Context: an optimization exercise on an open-source flow, tuned for small area, a short achievable clock period and few clock cycles. The choices shown serve that exercise and are no tape-out recipe. At most, simulation tests tie the RTL to the original design; equivalence was not proved. Power is estimated from default activity; no workload was simulated.

## dfwt_core
module dfwt_core (
    input  wire        clk,
    input  wire        rst,
    input  wire        op_valid,
    output wire        op_ready,
    input  wire [3:0]  op_code,
    input  wire [31:0] op_arg,
    input  wire [5:0]  op_len,
    output wire        out_valid,
    input  wire        out_ready,
    output wire [7:0]  out_byte,
    output wire        busy,
    output wire [15:0] crc,
    output wire [31:0] timestep,
    output wire        gate
);
Size: ~1500 cells after synthesis, about 240 flip-flops, roughly 110 I/O pins, roughly 0.014 mm2 of cells after synthesis.
Settings: LEC_CHECK=0, CAP_MARGIN=20, CORE_MARGIN=2, CORE_UTILIZATION=55, SETUP_SLACK_MARGIN=5, SLEW_MARGIN=20; clock period 9.0 ns.
standard.sh (not shown) runs the stock make flow with config.mk's settings and CLKGATE_MAP_FILE= SYNTH_SCRIPT=/design/flow/synth_recipe.tcl, a recipe that flattens the netlist after the stock synthesis.
==> flow/flow/run.sh <==
#!/bin/bash
set -euo pipefail
bash standard.sh SETUP_SLACK_MARGIN=5.7 \
  "BUFFER_PORTS_ARGS=-buffer_cell sky130_fd_sc_hd__buf_1" \
  "CTS_ARGS=-sink_clustering_enable -repair_clock_nets -dont_use_dummy_load" \
  finish > standard.log 2>&1
The starting point went through all stages and came out clean.
==> next run, changes <==
==> flow/flow/run.sh (replaced) <==
#!/bin/bash
set -euo pipefail
bash standard.sh SETUP_SLACK_MARGIN=5.7 "BUFFER_PORTS_ARGS=-buffer_cell sky130_fd_sc_hd__buf_1" finish > standard.log 2>&1
Outcome: The changed run finished with timing, DRC and antenna clean; worst setup slack improved by 55 ps; design area rises slightly; flip-flop and latch count does not change; clock skew stays flat; hold slack barely changes.
==> next run, changes <==
==> flow/flow/run.sh (replaced) <==
#!/bin/bash
set -euo pipefail
bash standard.sh SETUP_SLACK_MARGIN=5.5 "BUFFER_PORTS_ARGS=-buffer_cell sky130_fd_sc_hd__buf_1" finish > standard.log 2>&1
After rerunning: The changed run completed without violations. Setup slack gets worse by 130 ps. Routed wire length is lower by 3.9%. Die area is unchanged.
Function was not checked in any run of this note: the RTL went through the layout flow alone.

---

dfwt_core, a different RTL version from the one above (not shown whole).
Size: about 1,600 cells after synthesis, about 240 flip-flops.
export LEC_CHECK = 0
export CAP_MARGIN = 20
export CORE_MARGIN = 2
export CORE_UTILIZATION = 55
export SETUP_SLACK_MARGIN = 5
export SLEW_MARGIN = 20
create_clock -name core_clock -period 9.0 [get_ports {clk}]
==> flow/flow/run.sh <==
#!/bin/bash
set -euo pipefail
bash standard.sh SETUP_SLACK_MARGIN=6.0 "BUFFER_PORTS_ARGS=-buffer_cell sky130_fd_sc_hd__buf_1" finish > standard.log 2>&1
Testbench counts at the start, summed over its fixed seeds: cycles 205,357.
Next try:
==> flow/flow/run.sh (replaced) <==
#!/bin/bash
set -euo pipefail
bash standard.sh SETUP_SLACK_MARGIN=5.7 \
  "BUFFER_PORTS_ARGS=-buffer_cell sky130_fd_sc_hd__buf_1" \
  "CTS_ARGS=-sink_clustering_enable -repair_clock_nets -dont_use_dummy_load" \
  finish > standard.log 2>&1
=> Setup slack gains 27 ps. Global-route usage fell by 1.3 points. Clock-buffer cell count is lower by 10. Clock skew fell by 3.5 ps. Non-clock buffer count fell by 35. Final cell count is lower by 3.0%.
Next try:
==> flow/flow/run.sh (replaced) <==
#!/bin/bash
set -euo pipefail
bash standard.sh SETUP_SLACK_MARGIN=5.7 "BUFFER_PORTS_ARGS=-buffer_cell sky130_fd_sc_hd__buf_1" finish > standard.log 2>&1
The new run completed with no timing, DRC or antenna violations.
Power rises by a few percent.
Setup slack improved by 3.4 ps.
Global-route usage rises by 0.18 points.
Clock skew rises by 4.6 ps.
Next try:
==> flow/flow/run.sh (replaced) <==
#!/bin/bash
set -euo pipefail
bash standard.sh SETUP_SLACK_MARGIN=5.7 \
  "BUFFER_PORTS_ARGS=-buffer_cell sky130_fd_sc_hd__buf_1" \
  "CTS_ARGS=-sink_clustering_enable -repair_clock_nets -dont_use_dummy_load" \
  finish > standard.log 2>&1
Settings changed: TNS_END_PERCENT set to 30.
=> The changed run went through all stages and came out clean. Via count climbs by 0.60%. Hold slack hardly moves. Synthesized cell count does not change. First-iteration DRC count climbs by 4.7%. Wire length drops by 0.58%. Maximum frequency drops by 4.4%. Sequential share of layout area climbs by 0.30 points. Clock skew barely changes. Utilization drops by 0.53 points. Critical path depth climbs by 12. Die area stays the same.

---

dfwt_core, a different RTL version from the one above (not shown whole).
For scale: roughly 1,600 cells after synthesis, ~240 flip-flops, roughly 15,000 sq um of cells after synthesis.
clock: 9.0 ns
lec_check: 0
cap_margin: 20
core_margin: 2
core_utilization: 50
setup_slack_margin: 5
slew_margin: 20
==> flow/flow/run.sh <==
#!/bin/bash
set -euo pipefail
bash standard.sh SETUP_SLACK_MARGIN=5.7 \
  "BUFFER_PORTS_ARGS=-buffer_cell sky130_fd_sc_hd__buf_1" \
  "CTS_ARGS=-sink_clustering_enable -repair_clock_nets -dont_use_dummy_load" \
  finish > standard.log 2>&1
Testbench counts at the start, summed over its fixed seeds: cycles 205,357.
Change:
CORE_UTILIZATION = 70   (was 50)
Power decreases by 0.95%.
Clock-buffer cell count decreases by 1.
Cell count decreases by 6.4%.
Sequential share of layout area increases by 0.68 points.
Change:
--- a/flow/flow/run.sh
+++ b/flow/flow/run.sh
@@ -5 +5 @@
-  "CTS_ARGS=-sink_clustering_enable -repair_clock_nets -dont_use_dummy_load" \
+  "CTS_ARGS=-sink_clustering_enable -repair_clock_nets -dont_use_dummy_load -sink_clustering_buffer sky130_fd_sc_hd__clkbuf_8 -sink_clustering_size 12" \
CORE_UTILIZATION = 55   (was 70)
=> Hold slack stays flat; total power drops slightly; cell area increases slightly; synthesized cell count stays the same; sequential power barely changes.
Change:
==> flow/flow/run.sh (replaced) <==
#!/bin/bash
set -euo pipefail
bash standard.sh SETUP_SLACK_MARGIN=5.7 \
  "BUFFER_PORTS_ARGS=-buffer_cell sky130_fd_sc_hd__buf_1" \
  "CTS_ARGS=-sink_clustering_enable -repair_clock_nets -dont_use_dummy_load" \
  finish > standard.log 2>&1
CORE_UTILIZATION = 60   (was 55)
The changed run finished clean.
Sequential cell count is unchanged.
Global-route usage rose by 1.6 points.
Setup slack is worse by 0.10 ns.
Sequential share of layout area barely changes.
Hold slack is better by 0.0033 ns.
Count of clock-buffer cells in the layout fell by 16.
Cell area hardly moves.
Wire length fell by 2.9%.
Area after synthesis is unchanged.
Cell count fell by 1.7%.
Power rose by 1.7%.

---

Starting RTL as in the previous note.
// dfwt_core
module dfwt_core (
    input  wire        clk,
    input  wire        rst,
    input  wire        op_valid,
    output wire        op_ready,
    input  wire [3:0]  op_code,
    input  wire [31:0] op_arg,
    input  wire [5:0]  op_len,
    output wire        out_valid,
    input  wire        out_ready,
    output wire [7:0]  out_byte,
    output wire        busy,
    output wire [15:0] crc,
    output wire [31:0] timestep,
    output wire        gate
);
    localparam OP_CRC_INIT  = 4'h0, OP_CRC_RESET = 4'h1, OP_CRC_BYTE = 4'h2,
               OP_MFM       = 4'h3, OP_FM        = 4'h4, OP_RAW      = 4'h5,
               OP_MFM_CRC   = 4'h6, OP_CONFIG    = 4'h7, OP_FLUSH    = 4'h8,
               OP_BT_RESET  = 4'h9, OP_WRGATE    = 4'hA, OP_FLUX     = 4'hB,
               OP_WAIT_IDX  = 4'hC, OP_STOP      = 4'hD, OP_TR_RESET = 4'hE;
    localparam S_IDLE = 2'd0, S_CELLS = 2'd1, S_PAD = 2'd2, S_EXEC = 2'd3;
    localparam K_FLUX = 2'd1, K_BYTE = 2'd2, K_WIDX = 2'd3;
    function [15:0] crc_byte(input [15:0] c, input [7:0] b);
        integer i;
        reg [15:0] x;
        begin
            x = c ^ {b, 8'h00};
            for (i = 0; i < 8; i = i + 1)
                x = x[15] ? ((x << 1) ^ 16'h1021) : (x << 1);
            crc_byte = x;
        end
    endfunction
    reg [1:0]  state;
    reg [15:0] crc_cur, crc_init;
    reg        last_bit;
    reg [14:0] half_r;
    reg [7:0]  precomp_r;
    reg [31:0] cell_buf;
    reg [4:0]  idx;       
    reg        enc;       
    reg        fm;
    reg [1:0]  pad_cnt;
    reg [3:0]  x_code;
    reg [5:0]  sr;
    reg [2:0]  warm;      
    reg [15:0] fw_lo, fw_hi;
    reg [1:0]  fw_c;
    reg        fw_b;
    reg        pend;      
    reg        zb;        
    reg        mp, mm;    
    reg        busy_r;
    reg [1:0]  crc_op;
    reg        rdy;       
  ...
export LEC_CHECK = 0
export CAP_MARGIN = 20
export CORE_MARGIN = 2
export CORE_UTILIZATION = 55
export SETUP_SLACK_MARGIN = 5
export SLEW_MARGIN = 20
create_clock -name core_clock -period 9.0 [get_ports {clk}]
==> flow/flow/run.sh <==
#!/bin/bash
set -euo pipefail
bash standard.sh SETUP_SLACK_MARGIN=5.7 \
  "BUFFER_PORTS_ARGS=-buffer_cell sky130_fd_sc_hd__buf_1" \
  "CTS_ARGS=-sink_clustering_enable -repair_clock_nets -dont_use_dummy_load -sink_clustering_buffer sky130_fd_sc_hd__clkbuf_8 -sink_buffer_max_cap_derate 0.5" \
  finish > standard.log 2>&1
The baseline passed the timing, design-rule and antenna checks.
Testbench counts at the start, summed over its fixed seeds: cycles 205,357.
Next try:
==> flow/flow/run.sh (replaced) <==
#!/bin/bash
set -euo pipefail
bash standard.sh SETUP_SLACK_MARGIN=5.7 \
  "BUFFER_PORTS_ARGS=-buffer_cell sky130_fd_sc_hd__buf_1" \
  "CTS_ARGS=-sink_clustering_enable -repair_clock_nets -dont_use_dummy_load -sink_clustering_size 30 -sink_clustering_max_diameter 60" \
  finish > standard.log 2>&1
Effect:
- The new run completed without violations
- routed wire length is lower by a few percent
- total power is higher slightly
- critical path depth is higher by 13
- synthesized area is unchanged
- global-route usage is lower by 1.1 points
- fmax is higher by roughly a tenth

---

## build 13
Starting RTL as in the previous note.
clock: 9.0 ns
lec_check: 0
cap_margin: 20
core_margin: 2
core_utilization: 55
setup_slack_margin: 5
slew_margin: 20
==> flow/flow/run.sh <==
#!/bin/bash
set -euo pipefail
bash standard.sh SETUP_SLACK_MARGIN=5.8 \
  "BUFFER_PORTS_ARGS=-buffer_cell sky130_fd_sc_hd__buf_1" \
  "CTS_ARGS=-sink_clustering_enable -repair_clock_nets -dont_use_dummy_load" \
  finish > standard.log 2>&1
Build 13 finished every stage and its layout cleared the timing, design-rule and antenna checks.
Testbench counts of build 13, summed over its fixed seeds: cycles 205,357.
For build 81, these inputs were changed with respect to build 13:
==> flow/flow/run.sh <==
#!/bin/bash
set -euo pipefail
bash standard.sh SETUP_SLACK_MARGIN=5.6 \
  "BUFFER_PORTS_ARGS=-buffer_cell sky130_fd_sc_hd__buf_1" \
  "CTS_ARGS=-sink_clustering_enable -repair_clock_nets -dont_use_dummy_load" \
  finish > standard.log 2>&1
[summary]
Compared to build 13, build 81 reaches a higher achievable clock. Build 81 ended with less layout overhead on the synthesized area than build 13. Build 81 went all the way through synthesis, placement and routing and the layout is clean on timing, DRC and antenna. Compared build 13 against build 81; power dissipated in sequential cells within noise.
Input changes introduced in build 20 (baseline for comparison: build 81):
==> flow/flow/run.sh <==
#!/bin/bash
set -euo pipefail
bash standard.sh SETUP_SLACK_MARGIN=5.7 \
  "BUFFER_PORTS_ARGS=-buffer_cell sky130_fd_sc_hd__buf_1" \
  "CTS_ARGS=-sink_clustering_enable -repair_clock_nets -dont_use_dummy_load" \
  finish > standard.log 2>&1
-- flow/config.mk --
<<< build 81, line 10
export CORE_UTILIZATION = 55
export SETUP_SLACK_MARGIN = 5
>>> build 20, line 10
export CORE_UTILIZATION = 55
export PLACE_DENSITY = 0.85
export SETUP_SLACK_MARGIN = 5
==> summary.txt <==
- Build 20 — fill cell instance count of the final layout about 11% lower, build 81 as reference
- Global-route usage delta (build 20 -> build 81): insignificant
- Going from build 81 to build 20, global-route wire length before repair grew slightly.
- Summary: with build 81 as the reference, wire length in build 20 moved up slightly.
- Compared with build 81, in build 20 required time at the endpoint of the critical path closely matched the old numbers, total power picked up an extra 2.5%.
Edits applied to the flow inputs when going from build 20 to build 48:
==> flow/flow/run.sh <==
#!/bin/bash
set -euo pipefail
bash standard.sh SETUP_SLACK_MARGIN=5.7 \
  "BUFFER_PORTS_ARGS=-buffer_cell sky130_fd_sc_hd__buf_1" \
  "CTS_ARGS=-sink_clustering_enable -repair_clock_nets -dont_use_dummy_load -sink_clustering_buffer sky130_fd_sc_hd__clkbuf_8" \
  finish > standard.log 2>&1
-- flow/config.mk --
<<< build 20, line 10
export CORE_UTILIZATION = 55
export PLACE_DENSITY = 0.85
export SETUP_SLACK_MARGIN = 5
>>> build 48, line 10
export CORE_UTILIZATION = 55
export SETUP_SLACK_MARGIN = 5
==> comparison <==
- Build 48 | stages: all done | timing, DRC, antenna: all pass
- Build 20 reached the final stage; the timing, design-rule and antenna checks on its layout passed.
- Build 20 -> build 48: number of rows in the core area delta 0, exact match
- Sort build 20 and build 48 by overall power after layout, ascending, and build 48 comes first.
- The post-layout net count of build 48 exceeds that of build 20 by 15.
- Overall fraction of global-route tracks in use ends up higher on build 48.
- Build 48 has more setup slack than build 20.

---

TR:
Another version of the RTL of dfwt_core (not shown whole).
Size: about 1600 cells after synthesis, roughly 240 flip-flops, about 110 I/O pins, roughly 0.015 mm2 of cells after synthesis.
// dfwt_core
module dfwt_core (
    input  wire        clk,
    input  wire        rst,
    input  wire        op_valid,
    output wire        op_ready,
    input  wire [3:0]  op_code,
    input  wire [31:0] op_arg,
    input  wire [5:0]  op_len,
    output wire        out_valid,
    input  wire        out_ready,
    output wire [7:0]  out_byte,
    output wire        busy,
    output wire [15:0] crc,
    output wire [31:0] timestep,
    output wire        gate
);
    localparam OP_CRC_INIT  = 4'h0, OP_CRC_RESET = 4'h1, OP_CRC_BYTE = 4'h2,
               OP_MFM       = 4'h3, OP_FM        = 4'h4, OP_RAW      = 4'h5,
               OP_MFM_CRC   = 4'h6, OP_CONFIG    = 4'h7, OP_FLUSH    = 4'h8,
               OP_BT_RESET  = 4'h9, OP_WRGATE    = 4'hA, OP_FLUX     = 4'hB,
               OP_WAIT_IDX  = 4'hC, OP_STOP      = 4'hD, OP_TR_RESET = 4'hE;
    localparam S_IDLE = 2'd0, S_CELLS = 2'd1, S_PAD = 2'd2, S_EXEC = 2'd3;
    localparam K_FLUX = 2'd1, K_BYTE = 2'd2, K_WIDX = 2'd3;
  ...
clock: 9.0 ns
lec_check: 0
cap_margin: 20
core_margin: 2
core_utilization: 40
setup_slack_margin: 5
slew_margin: 20
==> flow/flow/run.sh <==
#!/bin/bash
set -euo pipefail
bash standard.sh SETUP_SLACK_MARGIN=5.7 finish > standard.log 2>&1
diff inputs: TR => JK
- putting CTS_CLUSTER_SIZE at 30 where nothing was set
- swapping 40 for 55 in CORE_UTILIZATION
- putting CTS_BUF_LIST at sky130_fd_sc_hd__clkbuf_8 where nothing was set
Timing, DRC, antenna: 0 failures across JK and TR. JK vs TR on wire length of the first global-routing pass: JK is the lower one. Delta (JK minus TR): post-route met1 wirelength +300 um, wire length -about 1.2%.
Function was not checked in any run of this note: the RTL went through the layout flow alone.

---

The RTL this note starts from:
==> flow/design.v <==
module dfwt_ser (
    input  wire        clk,
    input  wire        rst,
    input  wire        push,
    input  wire [1:0]  push_kind,
    input  wire [31:0] push_val,
    output wire        free,       
    output wire        idle,       
    input  wire        tr_reset,   
    output reg         gate,
    output reg  [31:0] timestep,
    output reg         out_valid,
    input  wire        out_ready,
    output reg  [7:0]  out_byte
);
    localparam K_NONE = 2'd0, K_FLUX = 2'd1, K_BYTE = 2'd2, K_WIDX = 2'd3;
    reg [1:0]  kind;
    reg [31:0] t;
    wire       is_flux = (kind == K_FLUX);
    wire       hi_z   = (t[31:8] == 24'd0);
    wire       big    = !hi_z || (t[7] && (t[6:1] != 6'd0));   
    wire       t_ge2  = !hi_z || (t[7:1] != 7'd0);             
    wire       t_nz   = t_ge2 || t[0];
    wire       w_big  = (t[15:6] != 10'd0);                    
    wire [5:0] widx_k = w_big ? 6'd63 : t[5:0];
    wire [31:0] t_dec = t + (is_flux ? 32'hFFFF_FF7F : {26'h3FF_FFFF, ~widx_k} + 32'd1);
    reg [7:0] nbyte;
    always @(*) begin
        case (kind)
            K_FLUX: begin
                if (big)        nbyte = 8'hFF;
                else if (t_ge2) nbyte = {1'b1, t[6:0] - 7'd2};
                else if (t[0])  nbyte = {7'd0, gate};
                else            nbyte = 8'h02;
            end
            K_BYTE:  nbyte = t[7:0];
            default: nbyte = {2'b01, widx_k};
        endcase
    end
    wire [7:0] inc = out_byte[7] ? {1'b0, out_byte[6:0]} + 8'd2
                                 : {7'd0, (out_byte[7:2] == 6'd0)};
    wire ld_out = !out_valid || out_ready;
    wire last   = is_flux ? !t_nz : (kind == K_WIDX) ? !w_big : 1'b1;
    wire has    = (kind != K_NONE);
    assign free = !has || (ld_out && last);
    assign idle = !has && !out_valid;
    always @(posedge clk) begin
        if (rst) begin
            kind      <= K_NONE;
            out_valid <= 1'b0;
            gate      <= 1'b0;
            timestep  <= 32'd0;
        end else begin
            if (out_valid && out_ready)
                timestep <= timestep + {24'd0, inc};
            if (ld_out) begin
                out_valid <= has;
                if (has && kind == K_BYTE && !t[5]) gate <= t[0];
            end
            if (tr_reset) begin
                gate     <= 1'b0;
                timestep <= 32'd0;
            end
            if (push)
                kind <= push_kind;
            else if (ld_out && last)
                kind <= K_NONE;
        end
        if (ld_out && has)
            out_byte <= nbyte;
        if (push)
            t <= push_val;
        else if (ld_out && has)
            t <= (is_flux && !big) ? 32'd0 : t_dec;
    end
endmodule
module dfwt_core (
    input  wire        clk,
    input  wire        rst,
    input  wire        op_valid,
    output wire        op_ready,
    input  wire [3:0]  op_code,
    input  wire [31:0] op_arg,
    input  wire [5:0]  op_len,
    output wire        out_valid,
    input  wire        out_ready,
    output wire [7:0]  out_byte,
    output wire        busy,
    output wire [15:0] crc,
    output wire [31:0] timestep,
    output wire        gate
);
    localparam OP_CRC_INIT  = 4'h0, OP_CRC_RESET = 4'h1, OP_CRC_BYTE = 4'h2,
               OP_MFM       = 4'h3, OP_FM        = 4'h4, OP_RAW      = 4'h5,
               OP_MFM_CRC   = 4'h6, OP_CONFIG    = 4'h7, OP_FLUSH    = 4'h8,
               OP_BT_RESET  = 4'h9, OP_WRGATE    = 4'hA, OP_FLUX     = 4'hB,
               OP_WAIT_IDX  = 4'hC, OP_STOP      = 4'hD, OP_TR_RESET = 4'hE;
    localparam S_IDLE = 2'd0, S_CELLS = 2'd1, S_PAD = 2'd2, S_EXEC = 2'd3;
    localparam K_FLUX = 2'd1, K_BYTE = 2'd2, K_WIDX = 2'd3;
    function [15:0] crc_byte(input [15:0] c, input [7:0] b);
        integer i;
        reg [15:0] x;
        begin
            x = c ^ {b, 8'h00};
            for (i = 0; i < 8; i = i + 1)
                x = x[15] ? ((x << 1) ^ 16'h1021) : (x << 1);
            crc_byte = x;
        end
    endfunction
    reg [1:0]  state;
    reg [15:0] crc_cur, crc_init;
    reg        last_bit;
    reg [14:0] half_r;
    reg [7:0]  precomp_r;
    reg [31:0] cell_buf;
    reg [4:0]  idx;       
    reg        enc;       
    reg        fm;
    reg [1:0]  pad_cnt;
    reg [3:0]  x_code;
    reg [4:0]  sr;
    reg [1:0]  warm;      
    reg [31:0] acch;
    reg        pend;      
    wire       ser_free, ser_idle;
    reg        push, tr_reset;
    reg [1:0]  push_kind;
    reg [31:0] push_val;
    dfwt_ser u_ser (
        .clk(clk), .rst(rst),
        .push(push), .push_kind(push_kind), .push_val(push_val),
        .free(ser_free), .idle(ser_idle), .tr_reset(tr_reset),
        .gate(gate), .timestep(timestep),
        .out_valid(out_valid), .out_ready(out_ready), .out_byte(out_byte)
    );
    assign op_ready = (state == S_IDLE);
    assign busy     = (state != S_IDLE) || !ser_idle;
    assign crc      = crc_cur;
    wire op_fire = op_valid && op_ready;
    wire [4:0] sel   = enc ? {1'b0, idx[4:1]} : idx;
    wire       d     = cell_buf[sel];
    wire       clkc  = fm | ~(last_bit | d);
    wire       cbit  = (state == S_CELLS) && ((enc && idx[0]) ? clkc : d);
    wire       lowering = (state == S_CELLS) || (state == S_PAD);
    wire       judge    = (warm == 2'd3) && sr[2];
    wire       step     = lowering && !(judge && !ser_free);
    wire       mul_p    = (sr == 5'b00101);
    wire       mul_m    = (sr == 5'b10100);
    wire [31:0] addend  = !sr[2] ? {17'd0, half_r} :
                          mul_p  ? {24'd0, precomp_r} :
                          mul_m  ? {24'hFF_FFFF, ~precomp_r} : 32'd0;
    wire [31:0] acc_sum = acch + addend + {31'd0, sr[2] && mul_m};
    wire flush_op = (op_code[3] && (op_code != 4'hF)) || (op_code == OP_CONFIG);
    always @(*) begin
        push      = 1'b0;
        push_kind = K_FLUX;
        push_val  = cell_buf;
        tr_reset  = 1'b0;
        if (state == S_EXEC) begin
            case (x_code)
                OP_WRGATE:   begin push = ser_free; push_kind = K_BYTE; push_val = {31'd0, cell_buf[0]}; end
                OP_FLUX:     push = ser_free;
                OP_WAIT_IDX: begin push = ser_free && (cell_buf[15:0] != 16'd0); push_kind = K_WIDX; push_val = {16'd0, cell_buf[15:0]}; end
                OP_STOP:     begin push = ser_free; push_kind = K_BYTE; push_val = 32'h3F; end
                OP_TR_RESET: tr_reset = ser_idle;
                default: ;
            endcase
        end else if (step && judge) begin
            push     = 1'b1;
            push_val = acc_sum;
        end
    end
    always @(posedge clk) begin
        if (rst) begin
            state     <= S_IDLE;
            crc_cur   <= 16'hFFFF;
            crc_init  <= 16'hFFFF;
            last_bit  <= 1'b0;
            half_r    <= 15'd200;
            precomp_r <= 8'd0;
            sr        <= 5'd0;
            warm      <= 2'd0;
            acch      <= 32'd200;
            pend      <= 1'b0;
        end else begin
            case (state)
                S_IDLE: if (op_fire) begin
                    case (op_code)
                        OP_CRC_INIT: begin
                            crc_cur  <= op_arg[15:0];
                            crc_init <= op_arg[15:0];
                        end
                        OP_CRC_RESET: crc_cur <= crc_init;
                        OP_CRC_BYTE:  crc_cur <= crc_byte(crc_cur, op_arg[7:0]);
                        OP_MFM, OP_FM: begin
                            if (op_arg[8]) crc_cur <= crc_byte(crc_cur, op_arg[7:0]);
                            state <= S_CELLS;
                        end
                        OP_RAW: if (!op_len[5] || (op_len[4:0] == 5'd0)) begin
                            last_bit <= op_arg[0];
                            if (op_len != 6'd0) state <= S_CELLS;
                        end
                        OP_MFM_CRC: state <= S_CELLS;
                        OP_BT_RESET: begin
                            last_bit <= 1'b0;
                            state    <= pend ? S_PAD : S_EXEC;
                        end
                        default: if (flush_op)
                            state <= pend ? S_PAD : S_EXEC;
                    endcase
                end
                S_EXEC: begin
                    case (x_code)
                        OP_CONFIG: begin
                            half_r    <= cell_buf[15:1];
                            precomp_r <= cell_buf[23:16];
                            acch      <= {17'd0, cell_buf[15:1]};
                            state     <= S_IDLE;
                        end
                        OP_WRGATE, OP_FLUX, OP_STOP:
                            if (ser_free) state <= S_IDLE;
                        OP_WAIT_IDX:
                            if (ser_free || cell_buf[15:0] == 16'd0) state <= S_IDLE;
                        OP_TR_RESET:
                            if (ser_idle) state <= S_IDLE;
                        default: state <= S_IDLE;
                    endcase
                end
                default: ;
            endcase
            if (step) begin
                sr   <= {sr[3:0], cbit};
                pend <= 1'b1;
                if (warm != 2'd3)
                    warm <= warm + 2'd1;
                else if (sr[2])
                    acch <= {17'd0, half_r};
                else
                    acch <= acc_sum;
                if (state == S_CELLS) begin
                    if (enc && !idx[0]) last_bit <= d;
                    if (idx == 5'd0) state <= S_IDLE;
                end else begin
                    if (pad_cnt == 2'd2) begin
                        sr    <= 5'd0;
                        warm  <= 2'd0;
                        acch  <= {17'd0, half_r};
                        pend  <= 1'b0;
                        state <= S_EXEC;
                    end
                end
            end
        end
        if (state == S_IDLE && op_fire) begin
            x_code   <= op_code;
            pad_cnt  <= 2'd0;
            enc      <= (op_code != OP_RAW);
            fm       <= (op_code == OP_FM);
            cell_buf <= (op_code == OP_MFM_CRC) ? {16'd0, crc_cur} : op_arg;
            idx      <= (op_code == OP_RAW) ? op_len[4:0] - 5'd1 :
                        (op_code == OP_MFM_CRC) ? 5'd31 : 5'd15;
        end else if (step) begin
            idx     <= idx - 5'd1;
            pad_cnt <= pad_cnt + 2'd1;
        end
    end
endmodule
clock: 9.0 ns
lec_check: 0
cap_margin: 20
core_margin: 2
core_utilization: 40
slew_margin: 20
run.sh (not shown) runs the stock make flow with config.mk's settings and CLKGATE_MAP_FILE= SYNTH_SCRIPT=/design/flow/synth_recipe.tcl, a recipe that flattens the netlist after the stock synthesis.
Stock flow here: none of the scripts above is used.
==> next run, changes <==
--- a/flow/config.mk
+++ b/flow/config.mk
@@ -10,0 +11 @@
+export SETUP_SLACK_MARGIN = 5
Outcome:
- The new run ran to the end with no violations
- non-clock buffer count goes up by 57
- first-iteration DRC count went down by about 5.4%
- register-to-register slack is better by 1100 ps
- setup slack gains 1100 ps
- cell area climbs by about 6%
- combinational power climbs by 3.1%
- power came out lower by about 1.2%
- sequential share of layout area goes down by 1.8 points
- die area stays the same
- area after synthesis does not change
- global-route usage came out higher by 1.0 points
No functional check of the RTL was part of any run of this note.

-- re-timing with driven ports --
The flow's constraints put no driver on any port. The routed layouts listed below were extracted and timed again, unchanged, in two steps. Step 1: set_driving_cell puts a clkbuf_16 on clk and a buf_2 on each other input, an assumption about the parent block. Step 2 also shifts input and output timing later by t, the mid clock arrival at the registers, as if the neighbouring blocks saw the same clock. Three values: no drivers, after step 1, after step 2; two values: the first two.
| run | t (ns) | setup slack, ns | slew at the worst register clock pin (ns) | worst slew at a driven data input, ns |
|---|---|---|---|---|
| the first run of note 1 | 0.569 | 5.620 / 5.620 / 5.270 | 0.06 / 0.06 | 0.04 |
| the second run of note 1 | 0.576 | 5.675 / 5.675 / 5.282 | 0.06 / 0.06 | 0.04 |
| the third run of note 1 | 0.577 | 5.546 / 5.546 / 5.196 | 0.06 / 0.06 | 0.07 |
| the first run of note 2 | 0.607 | 5.741 / 5.741 / 5.533 | 0.07 / 0.07 | 0.04 |
| the second run of note 2 | 0.577 | 5.768 / 5.718 / 5.314 | 0.06 / 0.06 | 0.04 |
| the third run of note 2 | 0.580 | 5.771 / 5.722 / 5.341 | 0.06 / 0.06 | 0.04 |
| the fourth run of note 2 | 0.576 | 5.624 / 5.624 / 5.089 | 0.06 / 0.06 | 0.04 |
| the first run of note 3 | 0.586 | 5.720 / 5.720 / 5.280 | 0.06 / 0.06 | 0.06 |
| the second run of note 3 | 0.569 | 5.667 / 5.667 / 5.325 | 0.07 / 0.07 | 0.04 |
| the third run of note 3 | 0.526 | 5.751 / 5.751 / 5.432 | 0.06 / 0.06 | 0.04 |
| the fourth run of note 3 | 0.568 | 5.649 / 5.649 / 5.448 | 0.06 / 0.06 | 0.05 |
| the first run of note 4 | 1.341 | 5.317 / 5.271 / 5.069 | 0.08 / 0.08 | 0.05 |
| the second run of note 4 | 0.565 | 5.711 / 5.711 / 5.346 | 0.08 / 0.08 | 0.04 |
| build 13 | 0.574 | 5.682 / 5.682 / 5.310 | 0.06 / 0.06 | 0.05 |
| build 81 | 0.578 | 5.738 / 5.738 / 5.393 | 0.06 / 0.06 | 0.04 |
| build 20 | 0.571 | 5.542 / 5.542 / 5.423 | 0.06 / 0.06 | 0.04 |
| build 48 | 0.526 | 5.751 / 5.751 / 5.432 | 0.06 / 0.06 | 0.04 |
| TR | 0.611 | 5.339 / 5.339 / 5.230 | 0.06 / 0.06 | 0.04 |
| JK | 0.595 | 5.559 / 5.559 / 5.241 | 0.06 / 0.06 | 0.04 |
| the first run of note 7 | 0.614 | 3.604 / 3.604 / 3.604 | 0.07 / 0.07 | 0.05 |
| the second run of note 7 | 0.615 | 4.734 / 4.734 / 4.428 | 0.06 / 0.06 | 0.04 |
After both steps setup and hold are still met in every run listed. For the fourth run of note 2, which loses most, drivers alone change the setup slack by 0.000 ns; drivers and shift together by -0.535 ns.
